Background: an optimization exercise with open tools, aiming at small area, a short achievable clock period and few clock cycles. Do not read the settings as production practice. The RTL was checked by simulation tests, not by an equivalence proof against the original design. Power figures rest on the tool's default switching activity, not on a simulated workload.

`flow/config.mk`:
```
export PLATFORM = sky130hd
export DESIGN_NAME = pi_dma
export DESIGN_NICKNAME = pi_dma
export VERILOG_FILES = /design/flow/design.v
export SDC_FILE = /design/flow/constraint.sdc
export NUM_CORES = 4
export LEC_CHECK = 0
export CAP_MARGIN = 20
export CORE_MARGIN = 2
export CORE_UTILIZATION = 40
export CTS_CLUSTER_DIAMETER = 150
export CTS_CLUSTER_SIZE = 18
export SETUP_SLACK_MARGIN = 5
export SLEW_MARGIN = 20
export TNS_END_PERCENT = 10
```
`flow/constraint.sdc`:
```
create_clock -name core_clock -period 8.0 [get_ports {clk}]
set_input_delay 1.6000 -clock core_clock [delete_from_list [all_inputs] [get_ports {clk}]]
set_output_delay 1.6000 -clock core_clock [all_outputs]
set_load 0.01 [all_outputs]
```
`flow/design.v`:
```
module pi_dma (
    input  wire        clk,
    input  wire        rst,             
    input  wire        reg_valid,
    input  wire        reg_we,
    input  wire [3:0]  reg_idx,         
    input  wire [31:0] reg_wdata,
    output reg         reg_ready,       
    output reg         reg_rvalid,
    output reg  [31:0] reg_rdata,
    output reg         irq_out,
    input  wire [31:0] image_size,
    output reg         sys_req,
    output reg         sys_we,
    output wire [19:0] sys_addr,
    output wire [63:0] sys_wdata,
    output wire [7:0]  sys_wstrb,
    input  wire        sys_gnt,
    input  wire        sys_rvalid,
    input  wire [63:0] sys_rdata,
    output reg         st_req,
    output reg         st_we,
    output wire [11:0] st_addr,
    output wire [63:0] st_wdata,
    output wire [7:0]  st_wstrb,
    input  wire        st_gnt,
    input  wire        st_rvalid,
    input  wire [63:0] st_rdata,
    output reg         im_req,
    output wire [24:0] im_addr,
    input  wire        im_gnt,
    input  wire        im_rvalid,
    input  wire [63:0] im_rdata
);
    reg [31:0] r_dram, r_cart, r_rdlen, r_wrlen;
    reg [31:0] r_rsv [0:7];             
    reg        busy;
    reg        ph1, ph2, ph3;           
    wire take    = reg_valid && !busy;
    wire wr      = take && reg_we;
    wire trig    = wr && (reg_idx == 4'd2 || reg_idx == 4'd3);
    wire clr_all = wr && reg_idx == 4'd4 && reg_wdata[0];
    reg [28:0] isz_q;
    reg [28:0] room_q;                  
    reg        room_neg;                
    wire [27:0] a28     = r_cart[27:0];
    wire        is_st   = a28[27];
    wire        is_rsv  = !a28[27] && a28[26] && a28[24];
    wire [29:0] im_diff = {1'b0, isz_q} - {2'b0, a28};
    wire [15:0] st_room = 16'h8000 - {1'b0, a28[14:0]};
    always @(posedge clk) begin
        isz_q  <= image_size[28:0];
        room_q   <= is_st  ? {13'd0, st_room} :
                    is_rsv ? 29'h1FFFFFFF : im_diff[28:0];
        room_neg <= !is_st && !is_rsv && im_diff[29];
    end
    reg        dir;                     
    reg        copy;                    
    reg        s_sys, s_st, s_im;       
    reg [24:0] n_q;                     
    reg [21:0] lenp1;                   
    reg [2:0]  slo, dlo;                
    reg [2:0]  rot;                     
    reg [7:0]  psel;                    
    reg        late;                    
    reg [19:0] sysc;                    
    reg [24:0] cartc;                   
    reg [2:0]  rc;                      
    reg [1:0]  ri;                      
    reg        rq;                      
    reg        wp;                      
    reg [1:0]  ocnt;                    
    reg [1:0]  dcnt;                    
    reg        rd_all;                  
    reg        arr_first, emit_first, arr_done, emit_done;
    reg [63:0] cur;                     
    reg [63:0] wdata;
    reg [7:0]  wstrb;
    wire r_gnt = s_sys ? sys_gnt : s_st ? st_gnt : im_gnt;
    wire r_val = s_sys ? sys_rvalid : s_st ? st_rvalid : im_rvalid;
    wire [63:0] r_data = s_sys ? sys_rdata : s_st ? st_rdata : im_rdata;
    wire w_gnt = dir ? sys_gnt : st_gnt;
    wire g      = rq && r_gnt;          
    wire w_done = wp && w_gnt;          
    wire w_free = !wp || w_gnt;
    wire [1:0]  ri_nx  = (ri == 2'd3) ? ri : ri + {1'b0, g};
    wire [21:0] room_w = room_q[24:3];
    wire        room_hi = room_q[28:25] != 4'd0;
    wire        len_ge = !room_hi && (lenp1 > room_w);          
    wire [3:0]  k1     = 4'd8 - {1'b0, slo};                    
    wire        ph1_n1 = !room_neg && (room_q[28:4] != 25'd0 || room_q[3:0] > k1) &&
                         !(lenp1 == 22'd1 && slo == 3'd0);
    wire [4:0]  k2     = 5'd16 - {2'd0, slo};                   
    wire        ph2_n1 = (n_q[24:4] != 21'd0) || (n_q[3:0] > k1);
    wire        ph2_n2 = (n_q[24:5] != 20'd0) || (n_q[4:0] > k2);
    wire [19:0] sysc_i  = sysc + 20'd1;
    wire [24:0] cartc_i = cartc + 25'd1;
    wire [3:0]  rc_c    = {2'd0, ns_t[4:3]} - {2'd0, ri} - {3'd0, g};
    wire [21:0] rcnt    = n_q[24:3];
    wire [3:0]  rk0     = 4'd0 - {rc[2], rc};                   
    wire [3:0]  rk1     = 4'd1 - {rc[2], rc};                   
    wire        nd0    = ph1 ? (ri == 2'd0 || (ri == 2'd1 && ph1_n1)) :
                         ph2 ? (ri == 2'd0 || (ri == 2'd1 && ph2_n1) ||
                                         (ri == 2'd2 && ph2_n2)) :
                         (rcnt != {{18{rk0[3]}}, rk0});
    wire        nd1    = ph1 ? (ri == 2'd0 && ph1_n1) :
                         ph2 ? ((ri == 2'd0 && ph2_n1) || (ri == 2'd1 && ph2_n2)) :
                         (rcnt != {{18{rk1[3]}}, rk1});
    wire        need   = g ? nd1 : nd0;
    wire        im_none = ph1 && s_im && (room_neg || room_q == 29'd0);
    wire        copy_e  = copy && !im_none;
    wire        rv      = busy && r_val;
    wire        arrive  = rv && copy;
    wire        keep   = arrive && (dcnt == 2'd0);
    wire        absorb = keep && w_free;
    wire        drop   = keep && !w_free;
    wire        last_a = rd_all && (ocnt == 2'd1);
    wire [4:0]  ns_t   = {2'd0, slo} + {2'd0, n_q[2:0]} + 5'd7;
    wire [4:0]  fd_r   = {2'd0, dlo} + {2'd0, room_q[2:0]} + 5'd7;
    wire [4:0]  fs_r   = {2'd0, slo} + {2'd0, room_q[2:0]} + 5'd7;
    wire [4:0]  fd_0   = {2'd0, dlo} + 5'd7;
    wire [4:0]  fs_0   = {2'd0, slo} + 5'd7;
    wire        fl_r   = (fd_r[4:3] + {1'b0, late}) != fs_r[4:3];
    wire        fl_0   = (fd_0[4:3] + {1'b0, late}) != fs_0[4:3];
    reg         flush_q;
    wire        flush_need = flush_q;
    wire        em_arr = absorb && !(arr_first && late);
    wire        em_fl  = arr_done && !emit_done && flush_q && w_free;
    wire        emit   = em_arr || em_fl;
    wire        em_last = em_fl || (em_arr && last_a && !flush_need);
    wire [7:0]  fmask = 8'hFF << dlo;
    wire [2:0]  le    = dlo + n_q[2:0] - 3'd1;
    wire [7:0]  lmask = 8'hFF >> (3'd7 - le);
    wire [127:0] r_dd  = {r_data, r_data};
    wire [63:0]  r_rot = r_dd[8*rot +: 64];
    wire [63:0]  w_mix;
    genvar gb;
    generate
        for (gb = 0; gb < 8; gb = gb + 1) begin : g_lane
            assign w_mix[8*gb +: 8] = psel[gb] ? cur[8*gb +: 8] : r_rot[8*gb +: 8];
        end
    endgenerate
    wire fin = busy && !ph1 && !ph2 &&
               (!copy || (emit_done && w_free && !emit)) &&
               (ocnt == 2'd0 || (ocnt == 2'd1 && r_val && !g));
    wire oc_full = (ocnt == 2'd2) ? (g == rv) : ((ocnt == 2'd1) && g && !rv);
    wire rq_nx = busy && !fin && copy_e && need && !drop && !oc_full;
    wire wp_nx = emit || (wp && !w_gnt);
    assign sys_addr  = sysc[19:0];
    assign sys_wdata = wdata;
    assign sys_wstrb = wstrb;
    assign st_addr   = cartc[11:0];
    assign st_wdata  = wdata;
    assign st_wstrb  = wstrb;
    assign im_addr   = cartc;
    integer i;
    wire        zap = rst || clr_all;
    wire [31:0] wd  = zap ? 32'd0 : reg_wdata;
    reg         upd_hi, cy_d, cy_c;
    wire [16:0] lo_d = {1'b0, r_dram[15:0]} + {1'b0, n_q[15:0]};
    wire [16:0] lo_c = {1'b0, r_cart[15:0]} + {1'b0, n_q[15:0]};
    wire [15:0] hi_d = r_dram[31:16] + {7'd0, n_q[24:16]} + {15'd0, cy_d};
    wire [15:0] hi_c = r_cart[31:16] + {7'd0, n_q[24:16]} + {15'd0, cy_c};
    always @(posedge clk) begin
        upd_hi <= ph2;
        if (ph2) begin
            cy_d <= lo_d[16];
            cy_c <= lo_c[16];
        end
        if (zap || (wr && reg_idx == 4'd0)) r_dram <= wd;
        else if (ph2) r_dram[15:0] <= lo_d[15:0];
        else if (upd_hi) r_dram[31:16] <= hi_d;
        if (zap || (wr && reg_idx == 4'd1)) r_cart <= wd;
        else if (ph2) r_cart[15:0] <= lo_c[15:0];
        else if (upd_hi) r_cart[31:16] <= hi_c;
        if (zap || (wr && reg_idx == 4'd2)) r_rdlen <= wd;
        if (zap || (wr && reg_idx == 4'd3)) r_wrlen <= wd;
        for (i = 0; i < 8; i = i + 1)
            if (zap || (wr && reg_idx == 4'd5 + i)) r_rsv[i] <= wd;
    end
    always @(posedge clk) begin
        case (reg_idx)
            4'd0:  reg_rdata <= r_dram;
            4'd1:  reg_rdata <= r_cart;
            4'd2:  reg_rdata <= r_rdlen;
            4'd3:  reg_rdata <= r_wrlen;
            4'd5:  reg_rdata <= r_rsv[0];
            4'd6:  reg_rdata <= r_rsv[1];
            4'd7:  reg_rdata <= r_rsv[2];
            4'd8:  reg_rdata <= r_rsv[3];
            4'd9:  reg_rdata <= r_rsv[4];
            4'd10: reg_rdata <= r_rsv[5];
            4'd11: reg_rdata <= r_rsv[6];
            4'd12: reg_rdata <= r_rsv[7];
            default: reg_rdata <= 32'd0;
        endcase
    end
    wire copy_c = is_st || (!is_rsv && reg_idx[0]);
    always @(posedge clk) begin
        if (rst) begin
            busy <= 1'b0; ph1 <= 1'b0; ph2 <= 1'b0; ph3 <= 1'b0;
            irq_out <= 1'b0; reg_rvalid <= 1'b0; reg_ready <= 1'b1;
            rq <= 1'b0; wp <= 1'b0; ocnt <= 2'd0; dcnt <= 2'd0; copy <= 1'b0;
            sys_req <= 1'b0; st_req <= 1'b0; im_req <= 1'b0;
        end else begin
            reg_rvalid <= take && !reg_we;
            reg_ready  <= busy ? fin : !trig;
            if (wr && reg_idx == 4'd4 && reg_wdata[1]) irq_out <= 1'b0;
            if (trig) begin
                busy    <= 1'b1;
                ph1     <= 1'b1;
                copy    <= copy_c;
                rq      <= copy_c;
                sys_req <= copy_c && !reg_idx[0];
                st_req  <= copy_c && reg_idx[0] && is_st;
                im_req  <= copy_c && reg_idx[0] && !is_st;
            end else if (busy) begin
                ph1 <= 1'b0;
                ph2 <= ph1;
                if (ph2) ph3 <= 1'b1;
                ocnt <= ocnt + {1'b0, g} - {1'b0, rv};
                if (im_none) copy <= 1'b0;
                if (arrive && dcnt != 2'd0) dcnt <= dcnt - 2'd1;
                if (drop) dcnt <= ocnt - 2'd1 + {1'b0, g};
                rq      <= rq_nx;
                wp      <= wp_nx;
                sys_req <= dir ? wp_nx : rq_nx;
                st_req  <= dir ? (rq_nx && s_st) : wp_nx;
                im_req  <= rq_nx && s_im;
                if (fin) begin
                    busy    <= 1'b0;
                    ph2     <= 1'b0;
                    ph3     <= 1'b0;
                    irq_out <= 1'b1;
                end
            end
        end
    end
    always @(posedge clk) begin
        if (trig) begin
            dir    <= reg_idx[0];
            lenp1  <= {1'b0, reg_wdata[23:3]} + 22'd1;
            sys_we <= reg_idx == 4'd3;
            st_we  <= reg_idx == 4'd2;
            s_sys  <= !reg_idx[0];
            s_st   <= reg_idx[0] && is_st;
            s_im   <= reg_idx[0] && !is_st;
            slo  <= reg_idx[0] ? r_cart[2:0] : r_dram[2:0];
            dlo  <= reg_idx[0] ? r_dram[2:0] : r_cart[2:0];
            rot  <= reg_idx[0] ? (r_cart[2:0] - r_dram[2:0]) : (r_dram[2:0] - r_cart[2:0]);
            psel <= reg_idx[0] ? (8'hFF >> (r_cart[2:0] - r_dram[2:0]))
                               : (8'hFF >> (r_dram[2:0] - r_cart[2:0]));
            if (r_cart[2:0] == r_dram[2:0]) psel <= 8'h00;
            late <= reg_idx[0] ? (r_cart[2:0] > r_dram[2:0]) : (r_dram[2:0] > r_cart[2:0]);
            sysc  <= r_dram[22:3];
            cartc <= is_st ? {13'd0, r_cart[14:3]} : r_cart[27:3];
            ri <= 2'd0;
            rd_all <= 1'b0;
            arr_first <= 1'b1; emit_first <= 1'b1; arr_done <= 1'b0; emit_done <= 1'b0;
        end else begin
            if (ph1) begin
                n_q     <= room_neg ? 25'd0 : len_ge ? room_q[24:0] : {lenp1, 3'd0};
                flush_q <= len_ge ? fl_r : fl_0;
            end
            ri <= ri_nx;
            if (ph2) begin
                rc      <= rc_c[2:0];
            end else begin
                if (drop) n_q[24:3] <= ocnt[1] ? rcnt + 22'd2 : rcnt + 22'd1;
                else if (g && ph3) n_q[24:3] <= rcnt - 22'd1;
            end
            rd_all <= !drop && !need;
            if (!dir) begin
                if (drop) sysc <= ocnt[1] ? sysc - 20'd2 : sysc - 20'd1;
                else if (g) sysc <= sysc_i;
                if (emit && !emit_first) cartc <= cartc_i;
            end else begin
                if (drop) cartc <= ocnt[1] ? cartc - 25'd2 : cartc - 25'd1;
                else if (g) cartc <= cartc_i;
                if (emit && !emit_first) sysc <= sysc_i;
            end
            if (absorb) begin
                cur <= r_rot;
                arr_first <= 1'b0;
                if (last_a) arr_done <= 1'b1;
            end
            if (emit) begin
                wdata <= w_mix;
                wstrb <= (emit_first ? fmask : 8'hFF) & (em_last ? lmask : 8'hFF);
                emit_first <= 1'b0;
                if (em_last) emit_done <= 1'b1;
            end
        end
    end
endmodule
```
`flow/flow/run.sh`:
```
#!/bin/bash
# Standard layout (the standard.sh, unchanged synthesis), with one change:
# the port buffers that global placement inserts on every input and output
# are sky130_fd_sc_hd__buf_2 instead of the tool's default pick.
set -euo pipefail
export BUFFER_PORTS_ARGS="-buffer_cell sky130_fd_sc_hd__buf_2"
bash standard.sh > standard_make.log 2>&1
```
`flow/standard.sh`:
```
#!/bin/bash
# synth_recipe.tcl (not shown) runs the flow's synth.tcl, then flattens the netlist and writes it again
# the make line also repeats each setting of config.mk as NAME=value (left out here)
make -C /OpenROAD-flow-scripts/flow DESIGN_CONFIG=/design/flow/config.mk WORK_HOME=/design/flow/orfs CLKGATE_MAP_FILE= SYNTH_SCRIPT=/design/flow/synth_recipe.tcl "${@:-finish}"
```
==> results of run 1 <==
kinds of logic after synthesis:
family                   after synthesis  share of synthesized area, %
AND/OR/NAND/NOR                      865                          10.3
AO/OA/AOI/OAI                        840                          14.0
flip-flops                           758                          53.0
buffers and inverters                433                          4.79
multiplexers                         356                          8.99
XOR/XNOR                             170                          3.65
adder cells (fa/ha/maj)              166                          5.29
placed cells by master (no fill, tap or decap), types with 11 or more instances in the layout:
master and instances:
edfxtp_1 642, buf_2 502, mux2i_1 272, nand2_1 232
a21oi_1 210, nor2_1 195, ha_1 146, inv_1 136
buf_4 128, o21ai_0 127, dfxtp_1 116, a221oi_1 107
xnor2_1 102, nand3_1 100, a22o_1 97, mux2_2 78
xor2_1 67, clkbuf_16 49, nor3_1 47, and2_1 46
a31oi_1 39, clkbuf_1 38, a21o_1 36, nand4_1 31
and3_1 30, a211oi_1 23, nor4_1 23, nand2b_1 21
nor2b_1 16, o21a_1 15, buf_6 15, or3_1 14
a22oi_1 14, a21oi_2 12, o21bai_1 12, o211ai_1 11
nor2_2 11, buf_12 11
worst max-delay path, stage by stage:
cell and delay (ps):
buf_6 90, mux2_4 260, o211a_4 270, buf_6 130, nand4_1 100, o2bb2ai_2 100
nand4_1 170, o2111ai_2 190, or4_4 500, mux2_4 290, a211oi_2 160
stage by stage:
step,instances,power (W)
after floorplan,3588,0.00721
after global placement,5241,0.00818
after detailed placement,5241,0.00822
after CTS,5380,0.0109
after global routing,5438,0.0116
final,5443,0.0110
state kept, by name, summed over array words and instances (netlist names), 20 cells and up:
| signal | cells |
|---|---|
| reg_rdata | 32 |
| r_cart | 32 |
| cartc | 25 |
| isz_q | 29 |
| r_wrlen | 32 |
| room_q | 29 |
| r_rdlen | 32 |
| sysc | 20 |
| lenp1 | 22 |
| r_rsv | 256 |
| wdata | 64 |
| r_dram | 32 |
| cur | 64 |
| n_q | 25 |
routing by layer:
| layer | part of all wire [%] | wire (um) | up-vias | global-route usage, % |
|---|---|---|---|---|
| met5 | 0.12 | 172 | - | 0 |
| met4 | 3.7 | 5040 | 26 | 8.66 |
| met3 | 8.7 | 12000 | 229 | 5.48 |
| met2 | 47 | 64900 | 1256 | 41.5 |
| met1 | 40 | 55800 | 15292 | 32.4 |
| li1 | - | - | 14361 | - |
cell usage after synthesis (55+ instances only):
| library cell | number |
|---|---|
| a22o_1 | 97 |
| mux2_2 | 80 |
| a221oi_1 | 107 |
| o21ai_0 | 138 |
| buf_4 | 84 |
| nand2_1 | 241 |
| edfxtp_1 | 642 |
| ha_1 | 154 |
| inv_1 | 149 |
| xor2_1 | 67 |
| mux2i_1 | 275 |
| xnor2_1 | 103 |
| nand3_1 | 105 |
| nor2_1 | 211 |
| nor3_1 | 55 |
| a21oi_1 | 224 |
| clkbuf_1 | 153 |
| dfxtp_1 | 116 |
worst max path at each step:
stage | start | endpoint | slack [ps] | cells after the start
after global placement | reg_idx[0] | wdata[44]$_DFFE_PP_ | 2860 | 9
after detailed placement | reg_idx[0] | wdata[44]$_DFFE_PP_ | 2770 | 9
after floorplan | reg_we | wdata[0]$_DFFE_PP_ | 4040 | 7
after global routing | reg_idx[3] | r_rsv[4][1]$_DFFE_PP_ | 4670 | 7
after CTS | r_cart[0]$_DFFE_PP_ | room_q[28]$_SDFF_PP0_ | 4740 | 11
final | im_gnt | sys_req$_SDFFE_PP0P_ | 4690 | 11
repair_timing:
| action | in CTS | in global routing |
|---|---|---|
| pin swaps | 28 | 42 |
| resized for setup | 117 | 122 |
| gates cloned | 5 | 5 |
| endpoints found under the hold margin | 0 | 0 |
| setup endpoints to repair | 993 | 925 |
| setup buffers | 44 | 51 |
report_power, final:
group / internal (W) / switching (W) / total [W]
Combinational: 0.00142 / 0.00180 / 0.00323
Sequential: 0.00475 / 0.000513 / 0.00526
Clock: 0.00116 / 0.00140 / 0.00256
Total: 0.00733 / 0.00372 / 0.0110
layout make-up:
| class | instances | area (sq um) | area share, % |
|---|---|---|---|
| sequential | 758 | 21600 | 45.3 |
| antenna | 7 | 17.5 | 0.0368 |
| clock inverter | 4 | 96.3 | 0.202 |
| inverter | 150 | 589 | 1.24 |
| tap | 1368 | 1710 | 3.59 |
| multi-input combinational | 2402 | 18100 | 38.1 |
| clock buffer | 86 | 1340 | 2.82 |
| timing repair buffer | 668 | 4140 | 8.70 |
==> flow_summary.toml, run 1 <==
[placement]
port_buffers = 507
dpl.hpwl_mm = 95.0
place_ws_ps = 2770
dpl_cell_area_sq_mm = 0.0442
gp_congestion = 0.922

[clocking]
clockRootBuffer = "clkbuf_16"
clk_latency_ps = 690
cts_tree = "built"
ctsHoldBuffers = 0
clock-sinks = 758
path_clk_slew_ps = 90
cts_buffers = 48
clockBufferDepth = 3
cts_htree_levels = 2

[sta]
fin_crit_sh_pct = 41.4
clock.fmax_ghz = 0.302
final.setup_skew_ps = 65.9
finalSetupTns_ps = 0
maxSlewViolCount = 0
setup_slack_ps = 4690
min_period_ps = 3310
worst_slew_pin_slew_ps = 1160
setup_violations = 0
holdWs_ps = 465
maxSlewHeadroom_pct = 22.5
rsz0062_at_grt = "yes"
hold_violations = 0

[die]
initial_utilization_pct = 40.2
die_area_sq_mm = 0.105
core_sq_mm = 0.101
num_io_pins = 511
die_h_um = 323
die_w_um = 323
row_count = 117

[power_and_ir_drop]
power_density_mw_per_mm2 = 232
ir_drop_mv = 0.186
cellLeakagePower_nw = 18.8

[route]
detail_route.wl_per_cell_um = 25.3
dr.pass1.iters = 6
ant_nets = 0
finalWirelength_mm = 138
drc = 0
routed_via_density = 5.73
drt_iter0_drc = 2862
vias = 31164

[layout]
fin_util_pct = 47.0
fin_area_sq_mm = 0.0476
fillers = 9469
fin_nets = 4463
final_layout_size_suffix_gt1_share_pct = 23.8
synthToLayoutAreaGrowth_pct = 16.8

[synthesis]
synthTopCellsByArea = "edfxtp_1 (47%), mux2i_1 (6.7%), dfxtp_1 (5.7%), ha_1 (4.7%), a21oi_1 (2.7%)"
avgSynthCellArea_sq_um = 11.4
synth_seq_cells = 758
synth_top_area_share_pct = 47.3
syn_inst = 3588
synth_area_sq_mm = 0.0408
synth.largest_area_cell = "edfxtp_1"
ys_types = 85
yosys_warnings = 2
synth_flop_cell = "edfxtp_1"
synth_edf_count = 642
seq_area_frac_synth_pct = 53.0
synth_async_sr_flop_share_pct = 0
synth_fp_nets = 4023

[worst_setup_path]
critPathCaptureType = "flop"
start_kind = "input port"
required_ps = 8560
critPathMaxFanout = 4
r2r_slack_ps = 4790
rr_worst_depth = 14
arrival_ps = 3870
timing.rr.start = "r_cart[1]$_DFFE_PP_"
critical_path_class = "input port to flop"
worst_r2r_endpoint = "room_q[27]$_SDFF_PP0_"

[global_route]
grt.total_usage_pct = 25.1
grt_max_degree = 77
grt_pass1_vias = 28898
grt_pass1_wl_mm = 193
antenna_found_initial = 25
overflow = 0

[worst_hold_path]
min_from = "arr_done$_SDFFE_PP0P_"
whs_path_depth = 2
min_to = "arr_done$_SDFFE_PP0P_"
hold_class = "flop to flop"

[run_status]
status = "complete, no violations"

[run]
drv_cap = 0
Testbench counts, summed over its fixed seeds: cycles 10,803.
==> run 2, diff against run 1 <==
--- a/flow/config.mk
+++ b/flow/config.mk
@@ -12,4 +12,4 @@
 export CTS_CLUSTER_SIZE = 18
 export SETUP_SLACK_MARGIN = 5
 export SLEW_MARGIN = 20
-export TNS_END_PERCENT = 10
+export TNS_END_PERCENT = 15
==> run 2 against run 1 <==
Effect of this change:
- still clean on timing, DRC and antenna
- non-clock buffer count fell by 8
- sequential power barely moved
- core utilization fell by 0.12 points
- sequential cell count did not move
- synthesized area did not move
- fmax fell by 1.8%
- sequential share of layout area rose by 0.12 points
- count of clock-buffer cells in the layout fell by 1
- design area fell by 0.25%
- register-to-register slack got worse by 160 ps
- final cell count barely moved
- critical endpoint is now room_q[28]$_SDFF_PP0_
- highest routed layer unchanged
==> flow_summary.toml, run 2 <==
[global_route]
overflow = 0
antenna_found_initial = 23
grt_pass1_wl_mm = 194
grt_max_degree = 82
grt.total_usage_pct = 25.2
grt_pass1_vias = 28754

[sta]
final.setup_skew_ps = 56.2
maxSlewHeadroom_pct = 28.0
fin_crit_sh_pct = 42.1
rsz0062_at_grt = "yes"
setup_violations = 0
holdWs_ps = 481
clock.fmax_ghz = 0.297
min_period_ps = 3370
hold_violations = 0
finalSetupTns_ps = 0
worst_slew_pin_slew_ps = 1080
maxSlewViolCount = 0

[clocking]
cts_htree_levels = 2
path_clk_slew_ps = 90
clockBufferDepth = 3
cts_tree = "built"
cts_buffers = 48
ctsHoldBuffers = 0
clock-sinks = 758
clockRootBuffer = "clkbuf_16"
clk_latency_ps = 690

[worst_setup_path]
critPathMaxFanout = 4
timing.rr.start = "r_cart[0]$_DFFE_PP_"
cp_cell_sequence = "buf_4, ha_1, fa_1, nor2b_1, o31a_1, o21ai_1, a2111o_1, a311o_1, a31oi_2, a31oi_1, xnor2_1, a21oi_1"
critPathCaptureType = "flop"
slowest_stage = "a2111o_1"
cpLargestDelayFamily = "compound AO/OA/AOI/OAI gates"
required_ps = 8520
cp_num_cells = 12
arrival_ps = 3890
critical_path_buf_inv_count = 1
critPathLaunch = "r_cart[0]$_DFFE_PP_"
critical_path_class = "flop to flop"
rr_worst_depth = 12
cpPeakStageDelay_ps = 460
start_kind = "flop"

[synthesis]
syn_inst = 3588
synth_async_sr_flop_share_pct = 0
avgSynthCellArea_sq_um = 11.4
synth_edf_count = 642
synth_seq_cells = 758
synthTopCellsByArea = "edfxtp_1 (47%), mux2i_1 (6.7%), dfxtp_1 (5.7%), ha_1 (4.7%), a21oi_1 (2.7%)"
seq_area_frac_synth_pct = 53.0
synth_top_area_share_pct = 47.3
synth_fp_nets = 4023
ys_top_cells_by_count = "edfxtp_1 (642), mux2i_1 (275), nand2_1 (241)"
synth_flop_cell = "edfxtp_1"
synth_area_sq_mm = 0.0408
synth.largest_area_cell = "edfxtp_1"
ys_types = 85
yosys_warnings = 2
synth_most_common_cell = "edfxtp_1"

[route]
vias = 31375
drt_iter0_drc = 3284
drc = 0
dr.pass1.iters = 7
ant_nets = 0
detail_route.wl_per_cell_um = 25.5
routed_via_density = 5.77
finalWirelength_mm = 139

[die]
row_count = 117
initial_utilization_pct = 40.2
core_sq_mm = 0.101
die_w_um = 323
die_h_um = 323
num_io_pins = 511
die_area_sq_mm = 0.105

[run]
drv_cap = 0

[layout]
final_common_cell = "edfxtp_1"
mostFrequentLayoutCells = "edfxtp_1 (642), buf_2 (503), mux2i_1 (274)"
largest_reg_flops = 256
regMostFlops = "r_rsv"
synthToLayoutAreaGrowth_pct = 16.5
top_regs = "r_rsv: 256 flops, cur: 64 flops, wdata: 64 flops"
fin_nets = 4458
final_layout_size_suffix_gt1_share_pct = 23.4

[power_and_ir_drop]
power_density_mw_per_mm2 = 233
ir_drop_mv = 0.197
cellLeakagePower_nw = 18.7

[placement]
port_buffers = 507
gp_congestion = 0.923
dpl.hpwl_mm = 95.3

[worst_hold_path]
min_from = "arr_done$_SDFFE_PP0P_"
hold_class = "flop to flop"
whs_path_depth = 2

[run_status]
status = "complete, no violations"
-- run 2: cell counts after synthesis --
Identical to the previous run, type by type.
-- run 2: per-stage QoR --
step	std cells	total power (W)	area, sq um	utilization [%]	setup WS, ps
2_1_floorplan	3588	0.00721	41000	-	4040
3_3_place_gp	5235	0.00817	44200	43.6	2740
3_5_place_dp	5235	0.00822	44200	43.6	2660
4_1_cts	5379	0.0109	46600	45.9	4700
5_1_grt	5434	0.0116	47500	46.8	4530
6_report	5441	0.0111	47500	46.8	4630
-- run 2: layout make-up --
cell class                 instances  area (sq um)
antenna                           10          25.0
clock buffer                      85          1340
clock inverter                     5           108
fill                            9414         53900
inverter                         150           586
multi-input combinational       2405         18100
sequential                       758         21600
tap                             1368          1710
timing repair buffer             660          4060
-- run 2: final timing paths --
path	to	slack (ps)
worst max-delay path	room_q[28]$_SDFF_PP0_	4630
worst min-delay path	arr_done$_SDFFE_PP0P_	480
worst max register to register	room_q[28]$_SDFF_PP0_	4630
worst min register to register	arr_done$_SDFFE_PP0P_	480
-- run 2: power breakdown --
part           internal [W]  total [W]  switching, W
registers           0.00475    0.00527      0.000525
clock network       0.00116    0.00259       0.00143
logic               0.00141    0.00320       0.00178
total               0.00732     0.0111       0.00374
-- run 2: logic make-up after synthesis --
group / synth area share [%]
buf+inv: 4.79
mux: 8.99
compound gates: 14.0
flops: 53.0
fa+ha+maj: 5.29
simple gates: 10.3
xor+xnor: 3.65
-- run 2: worst register-to-register path, cell delays in order, from the launching register on --
cell	delay (ps)
edfxtp_1	430
buf_4	180
ha_1	240
fa_1	430
nor2b_1	190
o31a_1	220
o21ai_1	160
a2111o_1	460
a311o_1	350
a31oi_2	220
a31oi_1	130
xnor2_1	150
a21oi_1	90
-- run 2: timing repair --
action | in CTS | in global routing
buffers inserted | 46 | 47
endpoints found under the setup margin | 1061 | 912
cloned | 8 | 5
gates resized for setup | 88 | 117
pin swaps | 16 | 29
-- run 2: routing by layer --
metal	wire (um)	track usage (%)	vias to the layer above	share of wire (%)
met4	4990	8.62	26	3.6
li1	-	-	14355	-
met5	171	0	-	0.12
met3	12000	5.14	213	8.7
met2	64800	41.6	1366	47
met1	56500	32.9	15415	41
==> run 3, diff against run 2 <==
==> flow/flow/run.sh (replaced) <==
#!/bin/bash
# Standard layout (the standard.sh, unchanged synthesis), with one change:
# the port buffers that global placement inserts on every input and output
# are sky130_fd_sc_hd__buf_1 instead of the tool's default pick.
set -euo pipefail
export BUFFER_PORTS_ARGS="-buffer_cell sky130_fd_sc_hd__buf_1"
bash standard.sh > standard_make.log 2>&1
--- a/flow/config.mk
+++ b/flow/config.mk
@@ -12,4 +12,4 @@
 export CTS_CLUSTER_SIZE = 18
 export SETUP_SLACK_MARGIN = 5
 export SLEW_MARGIN = 20
-export TNS_END_PERCENT = 15
+export TNS_END_PERCENT = 10
==> run 3 against run 2 <==
Effect of this change:
- still clean
- design area is 1.3% higher
- first-iteration DRC count grew 2.7%
- worst setup slack worse by 4.0 ps
- critical path depth is 1 lower
- worst hold slack got worse by 7.7 ps
- clock power about the same
- sequential share of layout area down 0.57 points
- power rose by 0.49%
- final cell count up 1.4%
- wire length rose by 1.5%
- via count increased by 1.6%
- critical endpoint is now sys_req$_SDFFE_PP0P_
==> flow_summary.toml, run 3 <==
[run_status]
status = "complete, no violations"

[route]
routed_via_density = 5.78
finalWirelength_mm = 141
drc = 0
vias = 31869
ant_nets = 0
dr.pass1.iters = 6
detail_route.wl_per_cell_um = 25.5
drt_iter0_drc = 3372

[clocking]
path_clk_slew_ps = 80
clock-sinks = 758
clk_latency_ps = 690
cts_htree_levels = 2
cts_tree = "built"
clockRootBuffer = "clkbuf_16"
clockBufferDepth = 3
cts_buffers = 48

[power_and_ir_drop]
seq_power_share_pct = 47.1
clkPwrFrac_pct = 23.2
cellLeakagePower_nw = 17.9
internal_power_w = 0.00735
p_sw_w = 0.00377
ir_drop_mv = 0.192
power_density_mw_per_mm2 = 231
p_sw_share_pct = 33.9
pwr-share-comb_pct = 29.7

[worst_setup_path]
required_ps = 8550
cpPeakStageDelay_ps = 490
critPathCaptureType = "flop"
start_kind = "input port"
cp_cell_sequence = "buf_6, mux2_4, o211a_4, buf_12, nand4_1, o2bb2ai_2, nand4_1, o2111ai_4, or4_4, mux2_4, a211oi_2"
arrival_ps = 3930
slowest_stage = "or4_4"
critical_path_class = "input port to flop"
critPathMaxFanout = 5
critical_path_buf_inv_count = 2
cpLargestDelayFamily = "simple AND/OR/NAND/NOR gates"

[sta]
fin_crit_sh_pct = 42.2
min_period_ps = 3370
maxSlewHeadroom_pct = 26.0
worst_slew_pin_slew_ps = 1110
finalSetupTns_ps = 0
rsz0062_at_grt = "yes"
setup_violations = 0
clock.fmax_ghz = 0.296
final.setup_skew_ps = 65.9
maxSlewViolCount = 0
hold_violations = 0

[global_route]
overflow = 0
grt_pass1_vias = 28773
grt_pass1_wl_mm = 193
grt.total_usage_pct = 25.1
antenna_found_initial = 21
grt_max_degree = 76

[placement]
place_inst = 5244
dpl.hpwl_mm = 94.3
gp_congestion = 0.923
port_buffers = 507

[synthesis]
avgSynthCellArea_sq_um = 11.4
ys_top_cells_by_count = "edfxtp_1 (642), mux2i_1 (275), nand2_1 (241)"
synth_flop_cell = "edfxtp_1"
synthTopCellsByArea = "edfxtp_1 (47%), mux2i_1 (6.7%), dfxtp_1 (5.7%), ha_1 (4.7%), a21oi_1 (2.7%)"
synth_top_area_share_pct = 47.3
syn_inst = 3588
synth.largest_area_cell = "edfxtp_1"
synth_seq_cells = 758
synth_fp_nets = 4023
synth_edf_count = 642
synth_async_sr_flop_share_pct = 0
yosys_warnings = 2
seq_area_frac_synth_pct = 53.0
synth_area_sq_mm = 0.0408
ys_types = 85
synth_most_common_cell = "edfxtp_1"

[run]
drv_cap = 0

[layout]
mostFrequentLayoutCells = "edfxtp_1 (642), buf_1 (502), mux2i_1 (274)"
largest_reg_flops = 256
synthToLayoutAreaGrowth_pct = 18.0
final_layout_size_suffix_gt1_share_pct = 14.1
regMostFlops = "r_rsv"
fin_nets = 4538
final_common_cell = "edfxtp_1"
fillers = 9242
final_cells = 5517
top_regs = "r_rsv: 256 flops, cur: 64 flops, wdata: 64 flops"

[die]
die_h_um = 323
core_sq_mm = 0.101
row_count = 117
num_io_pins = 511
initial_utilization_pct = 40.2
die_area_sq_mm = 0.105
die_w_um = 323

[worst_hold_path]
hold_class = "flop to flop"
## run 3: cell counts after synthesis
No cell type changed its count.
## run 3: path summary, 6_finish.rpt
path                               from               endpoint  slack (ps)  depth (start not counted)
setup reg to reg    r_cart[1]$_DFFE_PP_  room_q[27]$_SDFF_PP0_        4790                         13
hold reg to reg   arr_done$_SDFFE_PP0P_  arr_done$_SDFFE_PP0P_         470                          2
hold / removal    arr_done$_SDFFE_PP0P_  arr_done$_SDFFE_PP0P_         470                          2
setup / recovery                 st_gnt   sys_req$_SDFFE_PP0P_        4630                         11
## run 3: area by class of cell
class	count	area [sq um]	share of cell area, %
sequential	758	21600	44.9
multi-input combinational	2401	18400	38.3
timing repair buffer	744	4330	9.01
tap	1368	1710	3.56
clock buffer	86	1340	2.79
inverter	150	584	1.21
clock inverter	4	96.3	0.200
antenna	6	15.0	0.0312
## run 3: per-stage QoR
stage	cell area, sq um	setup WS, ps	hold WS [ps]	utilization, %	total power (W)
after CTS	46000	4730	478	45.3	0.0108
after detailed placement	43600	2430	458	43.0	0.00818
final	48100	4630	473	47.4	0.0111
after global placement	43600	2400	449	43.0	0.00814
after floorplan	40900	4040	392	-	0.00721
after global routing	48100	4630	510	47.4	0.0117
## run 3: cells by family after synthesis
group / Yosys count / share of synthesized area (%)
flip-flops: 758 / 53.0
multiplexers: 356 / 8.99
AO/OA/AOI/OAI: 840 / 14.0
AND/OR/NAND/NOR: 865 / 10.3
buffers and inverters: 433 / 4.79
adder cells (fa/ha/maj): 166 / 5.29
XOR/XNOR: 170 / 3.65
## run 3: timing repair
action                     4_1_cts  5_1_grt
gates cloned                     4       11
buffers inserted                43      119
resized for setup              112      240
pin swaps                       23       93
setup endpoints to repair     1133      708
hold buffers                     0        0
## run 3: layer usage
layer	GRT usage [%]	part of all wire (%)	up-vias
li1	-	-	14511
met1	33.2	41	15704
met4	7.52	3.0	22
met5	0	0.092	-
met3	5.13	8.7	209
met2	41.4	47	1423
## run 3: worst min-delay path, stage by stage, from the launching register on
cell and delay [ps]:
dfxtp_1 340, nand2_1 50, o21ai_0 60
## run 3: power by group through the flow
stage               Clock (W)  Combinational (W)  Sequential, W
floorplan                   0            0.00217        0.00504
global placement            0            0.00277        0.00537
detailed placement          0            0.00281        0.00537
CTS                   0.00262            0.00293        0.00526
global route          0.00276            0.00365        0.00526
finish                0.00257            0.00331        0.00524

## static timing again, ports no longer ideal
In the flow no input, the clock included, has a driving cell. The finished layouts below were timed again as built, in two steps. Step 1 sets driving cells, clkbuf_16 on the clock port and buf_2 on the other inputs (assumed; they add their load-dependent delay and slew). Step 2 times the ports against the registers' clock, not the clock port: input delays grow and output delays shrink by t, the midpoint of the rising clock arrivals with the driver on. a / b / c = no drivers / after step 1 / after step 2; a / b = the first two.
| run | shift t [ns] | slack for setup (ns) | worst slew at a driven data input, ns | pins driven straight from the clock port |
|---|---|---|---|---|
| run 1 | 0.732 | 4.691 / 4.561 / 3.829 | 0.22 | 1 |
| run 2 | 0.730 | 4.630 / 4.550 / 3.820 | 0.21 | 1 |
| run 3 | 0.726 | 4.626 / 4.661 / 3.934 | 0.20 | 1 |
After both steps every run listed still meets setup and hold. The setup slack of run 1, which loses most, moves by -0.130 ns with the drivers and by -0.862 ns with both steps.
